This is an optimization exercise on Yosys and OpenROAD, whose aim is small area, not a production implementation.
The RTL was checked by simulation tests, not by an equivalence proof against the original design.
The clock input has no modelled driver; a real chip could not lean on it and would need a root buffer or a full tree.
Power is estimated from default activity; no workload was simulated.

Design ev1527_decoder, start of the top module:
module ev1527_decoder (
    input  wire        clk,
    input  wire        rst,         
    input  wire        line_i,      
    input  wire        tick_i,      
    input  wire        rearm_i,     
    input  wire        disable_i,   
    input  wire        clrdet_i,    
    output wire [19:0] address_o,
    output wire [3:0]  key_o,
    output wire        detected_o,
    output wire        enabled_o
);
==> module ev1527_classifier, before the edit <==
module ev1527_classifier (
    input  wire [14:0] lo_i,
    input  wire [14:0] hi_i,
    output wire        valid_o,      
    output wire        bit_o,        
    output wire        preamble_o    
);
    function automatic le15(input [14:0] a, input [14:0] b);
        integer i;
        reg r;
        begin
            r = 1'b1;
            for (i = 0; i < 15; i = i + 1)
                r = (~a[i] & b[i]) | (~a[i] & r) | (b[i] & r);
            le15 = r;
        end
    endfunction
    function automatic [14:0] add15(input [14:0] a, input [14:0] b);
        integer i;
        reg c;
        begin
            c = 1'b0;
            for (i = 0; i < 15; i = i + 1) begin
                add15[i] = a[i] ^ b[i] ^ c;
                c = (a[i] & b[i]) | (a[i] & c) | (b[i] & c);
            end
        end
    endfunction
    wire lo_le_hi = le15(lo_i, hi_i);
    assign valid_o = le15(15'd900, hi_i) && le15(hi_i, 15'd17000) &&
                     le15(15'd1350, lo_i) && le15(lo_i, 15'd25500);
    assign bit_o   = lo_le_hi;
    wire [14:0] hi_x0625 = add15({1'b0, hi_i[14:1]}, {3'b000, hi_i[14:3]});
    assign preamble_o = le15(15'd19200, hi_i) && le15(hi_i, 15'd32000) &&
                        le15(hi_x0625, lo_i) && lo_le_hi;
endmodule
==> module ev1527_decoder, before the edit <==
module ev1527_decoder (
    input  wire        clk,
    input  wire        rst,         
    input  wire        line_i,      
    input  wire        tick_i,      
    input  wire        rearm_i,     
    input  wire        disable_i,   
    input  wire        clrdet_i,    
    output wire [19:0] address_o,
    output wire [3:0]  key_o,
    output wire        detected_o,
    output wire        enabled_o
);
    reg        line_q;
    reg        enabled;
    reg        exp_fall;
    reg [14:0] count;
    reg [14:0] hi;
    reg        preamble_found;
    reg [4:0]  bit_index;
    reg [22:0] acc;
    reg [19:0] address;
    reg [3:0]  key;
    reg        detected;
    wire edge_hit = exp_fall ? (~line_i & line_q) : (line_i & ~line_q);
    wire notify   = enabled & edge_hit & ~rearm_i & ~disable_i;
    wire n_fall   = notify & exp_fall;     
    wire n_rise   = notify & ~exp_fall;    
    wire        big  = ~preamble_found & exp_fall;
    wire [14:0] step = {9'd0, big, 1'b0, big, 1'b0, preamble_found, ~exp_fall};
    reg  [14:0] count_sum;
    reg         count_cout;
    integer i;
    always @(*) begin
        count_cout = 1'b0;
        for (i = 0; i < 15; i = i + 1) begin
            count_sum[i] = count[i] ^ step[i] ^ count_cout;
            count_cout   = (count[i] & step[i]) | (count[i] & count_cout) |
                           (step[i] & count_cout);
        end
    end
    wire valid, bit_value, is_preamble;
    ev1527_classifier u_classifier (
        .lo_i      (count),
        .hi_i      (hi),
        .valid_o   (valid),
        .bit_o     (bit_value),
        .preamble_o(is_preamble)
    );
    wire take_bit = n_rise & preamble_found & valid;
    wire last_bit = (bit_index == 5'd14);
    wire complete = take_bit & last_bit;
    always @(posedge clk) begin
        line_q <= line_i;
        if (notify)
            count <= 15'd0;
        else if (enabled && tick_i && !count_cout)
            count <= count_sum;
        if (n_fall)
            hi[13:0] <= count[13:0];
        if (n_fall)
            hi[14] <= count[14];
        else if (notify || rearm_i)
            hi[14] <= 1'b0;
        if (rearm_i)
            exp_fall <= 1'b0;
        else if (notify)
            exp_fall <= ~exp_fall & (~preamble_found | valid);
        if (rearm_i)
            preamble_found <= 1'b0;
        else if (n_rise)
            preamble_found <= preamble_found ? valid : is_preamble;
        if (!preamble_found)
            bit_index <= 5'd1;
        else if (take_bit)
            bit_index <= {bit_index[3:0], bit_index[4] ^ bit_index[2]};
        if (take_bit)
            acc <= {acc[21:0], bit_value};
        if (complete) begin
            address <= acc[22:3];
            key     <= {acc[2:0], bit_value};
        end
        if (rst)
            enabled <= 1'b0;
        else if (disable_i)
            enabled <= 1'b0;
        else if (rearm_i)
            enabled <= 1'b1;
        else if (complete)
            enabled <= 1'b0;
        if (rst)
            detected <= 1'b0;
        else if (complete)
            detected <= 1'b1;
        else if (clrdet_i)
            detected <= 1'b0;
    end
    assign address_o  = address;
    assign key_o      = key;
    assign detected_o = detected;
    assign enabled_o  = enabled;
endmodule
==> flow/config.mk <==
export PLATFORM = sky130hd
export DESIGN_NAME = ev1527_decoder
export DESIGN_NICKNAME = ev1527_decoder
export VERILOG_FILES = /design/flow/design.v
export SDC_FILE = /design/flow/constraint.sdc
export NUM_CORES = 4
export LEC_CHECK = 0
export CAP_MARGIN = 20
export CORE_MARGIN = 2
export CORE_UTILIZATION = 70
export GPL_TIMING_DRIVEN = 0
export SLEW_MARGIN = 20
==> flow/constraint.sdc <==
create_clock -name core_clock -period 6.0 [get_ports {clk}]
set_input_delay 1.2000 -clock core_clock [delete_from_list [all_inputs] [get_ports {clk}]]
set_output_delay 1.2000 -clock core_clock [all_outputs]
set_load 0.01 [all_outputs]
standard.sh (not shown) runs the stock make flow with config.mk's settings and CLKGATE_MAP_FILE= SYNTH_SCRIPT=/design/flow/synth_recipe.tcl, a recipe that flattens the netlist after the stock synthesis.
==> flow/flow/run.sh <==
#!/bin/bash
# Own layout flow: the standard flow (standard.sh) with these changes.
#  - Synthesis is the standard flow's own script (synth_recipe.tcl), except that the ABC
#    mapping step uses an area-oriented script (flow/area.abc): the same
#    registers, cell types and names, only the logic between them is mapped
#    differently.
#  - Ports are buffered with buf_1 instead of the resizer's default pick.
#  - CTS does not insert dummy loads.
# Each tool's log is in orfs/logs/; make's output is in flow_make.log.
set -euo pipefail
W=$(pwd)
cat > "$W/flow_synth.tcl" <<EOF
proc abc {args} {
  set i [lsearch -exact \$args -script]
  if {\$i >= 0} { lset args [expr {\$i + 1}] $W/flow/area.abc }
  yosys abc {*}\$args
}
source $W/synth_recipe.tcl
EOF
export BUFFER_PORTS_ARGS="-buffer_cell sky130_fd_sc_hd__buf_1"
export CTS_ARGS="-sink_clustering_enable -repair_clock_nets -dont_use_dummy_load"
bash standard.sh SYNTH_SCRIPT="$W/flow_synth.tcl" finish > flow_make.log 2>&1
==> flow/flow/area.abc <==
&get -n
&st
&dch
&nf -R 1000
&put
topo
The starting point finished clean.
Then changed:
--- a/flow/design.v
+++ b/flow/design.v
@@ -1,5 +1,5 @@
 module ev1527_classifier (
     input  wire [14:0] lo_i,
-    input  wire [14:0] hi_i,
+    input  wire [13:0] hi_i,
     output wire        valid_o,      
     output wire        bit_o,        
@@ -27,11 +27,12 @@
         end
     endfunction
-    wire lo_le_hi = le15(lo_i, hi_i);
-    assign valid_o = le15(15'd900, hi_i) && le15(hi_i, 15'd17000) &&
+    wire [14:0] hi = {1'b0, hi_i};
+    wire lo_le_2hi = le15(lo_i, {hi_i, 1'b0});
+    assign valid_o = le15(15'd450, hi) && le15(hi, 15'd8500) &&
                      le15(15'd1350, lo_i) && le15(lo_i, 15'd25500);
-    assign bit_o   = lo_le_hi;
-    wire [14:0] hi_x0625 = add15({1'b0, hi_i[14:1]}, {3'b000, hi_i[14:3]});
-    assign preamble_o = le15(15'd19200, hi_i) && le15(hi_i, 15'd32000) &&
-                        le15(hi_x0625, lo_i) && lo_le_hi;
+    assign bit_o   = lo_le_2hi;
+    wire [14:0] hi_x125 = add15(hi, {3'b000, hi_i[13:2]});
+    assign preamble_o = le15(15'd9600, hi) && le15(hi, 15'd16000) &&
+                        le15(hi_x125, lo_i) && lo_le_2hi;
 endmodule
 module ev1527_decoder (
@@ -52,5 +53,5 @@
     reg        exp_fall;
     reg [14:0] count;
-    reg [14:0] hi;
+    reg [13:0] hi;
     reg        preamble_found;
     reg [4:0]  bit_index;
@@ -64,16 +65,22 @@
     wire n_rise   = notify & ~exp_fall;    
     wire        big  = ~preamble_found & exp_fall;
-    wire [14:0] step = {9'd0, big, 1'b0, big, 1'b0, preamble_found, ~exp_fall};
+    wire [14:0] step = {10'd0, big, 1'b0, big, preamble_found & ~exp_fall,
+                        ~big};
     reg  [14:0] count_sum;
-    reg         count_cout;
+    reg         carry;
+    reg         count_c14;    
     integer i;
     always @(*) begin
-        count_cout = 1'b0;
+        carry = 1'b0;
+        count_c14 = 1'b0;
         for (i = 0; i < 15; i = i + 1) begin
-            count_sum[i] = count[i] ^ step[i] ^ count_cout;
-            count_cout   = (count[i] & step[i]) | (count[i] & count_cout) |
-                           (step[i] & count_cout);
+            if (i == 14)
+                count_c14 = carry;
+            count_sum[i] = count[i] ^ step[i] ^ carry;
+            carry        = (count[i] & step[i]) | (count[i] & carry) |
+                           (step[i] & carry);
         end
     end
+    wire count_sat = exp_fall ? count_c14 : carry;
     wire valid, bit_value, is_preamble;
     ev1527_classifier u_classifier (
@@ -91,12 +98,12 @@
         if (notify)
             count <= 15'd0;
-        else if (enabled && tick_i && !count_cout)
+        else if (enabled && tick_i && !count_sat)
             count <= count_sum;
         if (n_fall)
-            hi[13:0] <= count[13:0];
+            hi[12:0] <= count[12:0];
         if (n_fall)
-            hi[14] <= count[14];
+            hi[13] <= count[13];
         else if (notify || rearm_i)
-            hi[14] <= 1'b0;
+            hi[13] <= 1'b0;
         if (rearm_i)
             exp_fall <= 1'b0;
The changed run completed without violations.
Total power went up by a quarter to a third.
Sequential share of layout area shrinks by 0.65 points.
Worst setup slack improves by 0.011 ns.
Fmax stays flat.
Hold slack loses 0.0037 ns.
Design area barely changes.
Wire length is higher by a few percent.
Synthesized cell count goes down by a few percent.

========
ev1527_decoder, a different RTL version from the one above (not shown whole).
Size in the first run: about 85 flip-flops, roughly 33 I/O pins.
==> module ev1527_classifier, before the edit <==
module ev1527_classifier (
    input  wire [14:0] lo_i,
    input  wire [13:0] hi_i,
    output wire        valid_o,      
    output wire        bit_o,        
    output wire        preamble_o    
);
    function automatic le15(input [14:0] a, input [14:0] b);
        integer i;
        reg r;
        begin
            r = 1'b1;
            for (i = 0; i < 15; i = i + 1)
                r = (~a[i] & b[i]) | (~a[i] & r) | (b[i] & r);
            le15 = r;
        end
    endfunction
    function automatic [14:0] add15(input [14:0] a, input [14:0] b);
        integer i;
        reg c;
        begin
            c = 1'b0;
            for (i = 0; i < 15; i = i + 1) begin
                add15[i] = a[i] ^ b[i] ^ c;
                c = (a[i] & b[i]) | (a[i] & c) | (b[i] & c);
            end
        end
    endfunction
    wire [14:0] hi = {1'b0, hi_i};
    wire lo_le_2hi = le15(lo_i, {hi_i, 1'b0});
    assign valid_o = le15(15'd450, hi) && le15(hi, 15'd8500) &&
                     le15(15'd1350, lo_i) && le15(lo_i, 15'd25500);
    assign bit_o   = lo_le_2hi;
    wire [14:0] q       = {3'b000, hi_i[13:2]};
    wire [14:0] q_x5    = add15({q[12:0], 2'b00}, q);
    assign preamble_o = le15(15'd2400, q) && le15(q, 15'd4000) &&
                        le15(q_x5, lo_i) && lo_le_2hi;
endmodule
clock: 6.0 ns
lec_check: 0
cap_margin: 20
core_margin: 2
core_utilization: 40
gpl_timing_driven: 0
slew_margin: 20
==> flow/flow/run.sh <==
#!/bin/bash
# Own layout flow: the standard flow (standard.sh) with these changes.
#  - Synthesis is the standard flow's own script (synth_recipe.tcl), except that the ABC
#    mapping step uses an area-oriented script (flow/area.abc): the same
#    registers, cell types and names, only the logic between them is mapped
#    differently.
#  - Ports are buffered with buf_1 instead of the resizer's default pick.
#  - CTS is replaced by a two-level clock buffer tree (flow/cts_hook.tcl):
#    the registers are split into CLK_GROUPS equal groups by position, each
#    driven by a clkbuf_8 at its centre; one clkbuf_2 drives those.
# Each tool's log is in orfs/logs/; make's output is in flow_make.log.
set -euo pipefail
W=$(pwd)
cat > "$W/flow_synth.tcl" <<EOF
proc abc {args} {
  set i [lsearch -exact \$args -script]
  if {\$i >= 0} { lset args [expr {\$i + 1}] $W/flow/area.abc }
  yosys abc {*}\$args
}
source $W/synth_recipe.tcl
EOF
export BUFFER_PORTS_ARGS="-buffer_cell sky130_fd_sc_hd__buf_1"
export PRE_CTS_TCL="$W/flow/cts_hook.tcl"
export CLK_GROUPS=5
export CLK_LEAF_CELL=sky130_fd_sc_hd__clkbuf_8
export CLK_ROOT_CELL=sky130_fd_sc_hd__clkbuf_2
bash standard.sh SYNTH_SCRIPT="$W/flow_synth.tcl" finish > flow_make.log 2>&1
Other scripts of this flow, unchanged in this note and not shown: flow/flow/area.abc, flow/flow/cts_hook.tcl
The baseline finished with timing, DRC and antenna clean.
Then changed:
--- a/flow/design.v
+++ b/flow/design.v
@@ -30,12 +30,11 @@
     wire lo_le_2hi = le15(lo_i, {hi_i, 1'b0});
     assign valid_o = le15(15'd450, hi) && le15(hi, 15'd8500) &&
                      le15(15'd1350, lo_i) && le15(lo_i, 15'd25500);
     assign bit_o   = lo_le_2hi;
-    wire [14:0] q       = {3'b000, hi_i[13:2]};
-    wire [14:0] q_x5    = add15({q[12:0], 2'b00}, q);
-    assign preamble_o = le15(15'd2400, q) && le15(q, 15'd4000) &&
-                        le15(q_x5, lo_i) && lo_le_2hi;
+    wire [14:0] hi_x125 = add15(hi, {3'b000, hi_i[13:2]});
+    assign preamble_o = le15(15'd9600, hi) && le15(hi, 15'd16000) &&
+                        le15(hi_x125, lo_i) && lo_le_2hi;
 endmodule
 module ev1527_decoder (
     input  wire        clk,
     input  wire        rst,         
Outcome: Total power rises by about 0.4%. Worst setup slack got worse by 0.51 ns. Critical path depth rose by 3. Register-to-register slack degrades by 0.51 ns. Hold slack stays flat. Routed wire length falls by about 1.6%. Final cell count stays flat. Cell area climbs by about 2%. Sequential share of layout area shrinks by 1.2 points. Utilization climbs by 0.69 points. Die area came out higher by 1.3%. Via count drops by about 4.4%. Global-route usage shrinks by 0.44 points. Synthesized cell count is unchanged.
In every run of this note, the design's own scripts or RTL, not TritonCTS, make the clock network.

## port drivers added, routing unchanged
Ports are ideal in the flow. The routed layouts listed here were re-timed in OpenROAD. Step 1 (the two cells are an assumption about what drives the block):
set clk [get_ports {clk}]
set_driving_cell -lib_cell sky130_fd_sc_hd__clkbuf_16 $clk
set_driving_cell -lib_cell sky130_fd_sc_hd__buf_2 [delete_from_list [all_inputs] $clk]
Step 2 also shifts input and output timing later by t, the mid clock arrival at the registers, as if the neighbouring blocks saw the same clock. Slacks: no drivers / after step 1 / after step 2; pairs: no drivers / after step 1.
run | shift t [ns] | setup slack, ns | worst setup path after step 2 | worst slew at a driven data input, ns
the first run of note 1 | 0.375 | 0.177 / 0.177 / 0.177 | register to register | 0.03
the second run of note 1 | 0.370 | 0.188 / 0.188 / 0.188 | register to register | 0.03
the first run of note 2 | 0.494 | 0.770 / 0.770 / 0.770 | register to register | 0.04
the second run of note 2 | 0.504 | 0.260 / 0.260 / 0.260 | register to register | 0.04
After both steps setup and hold are still met in every run listed.
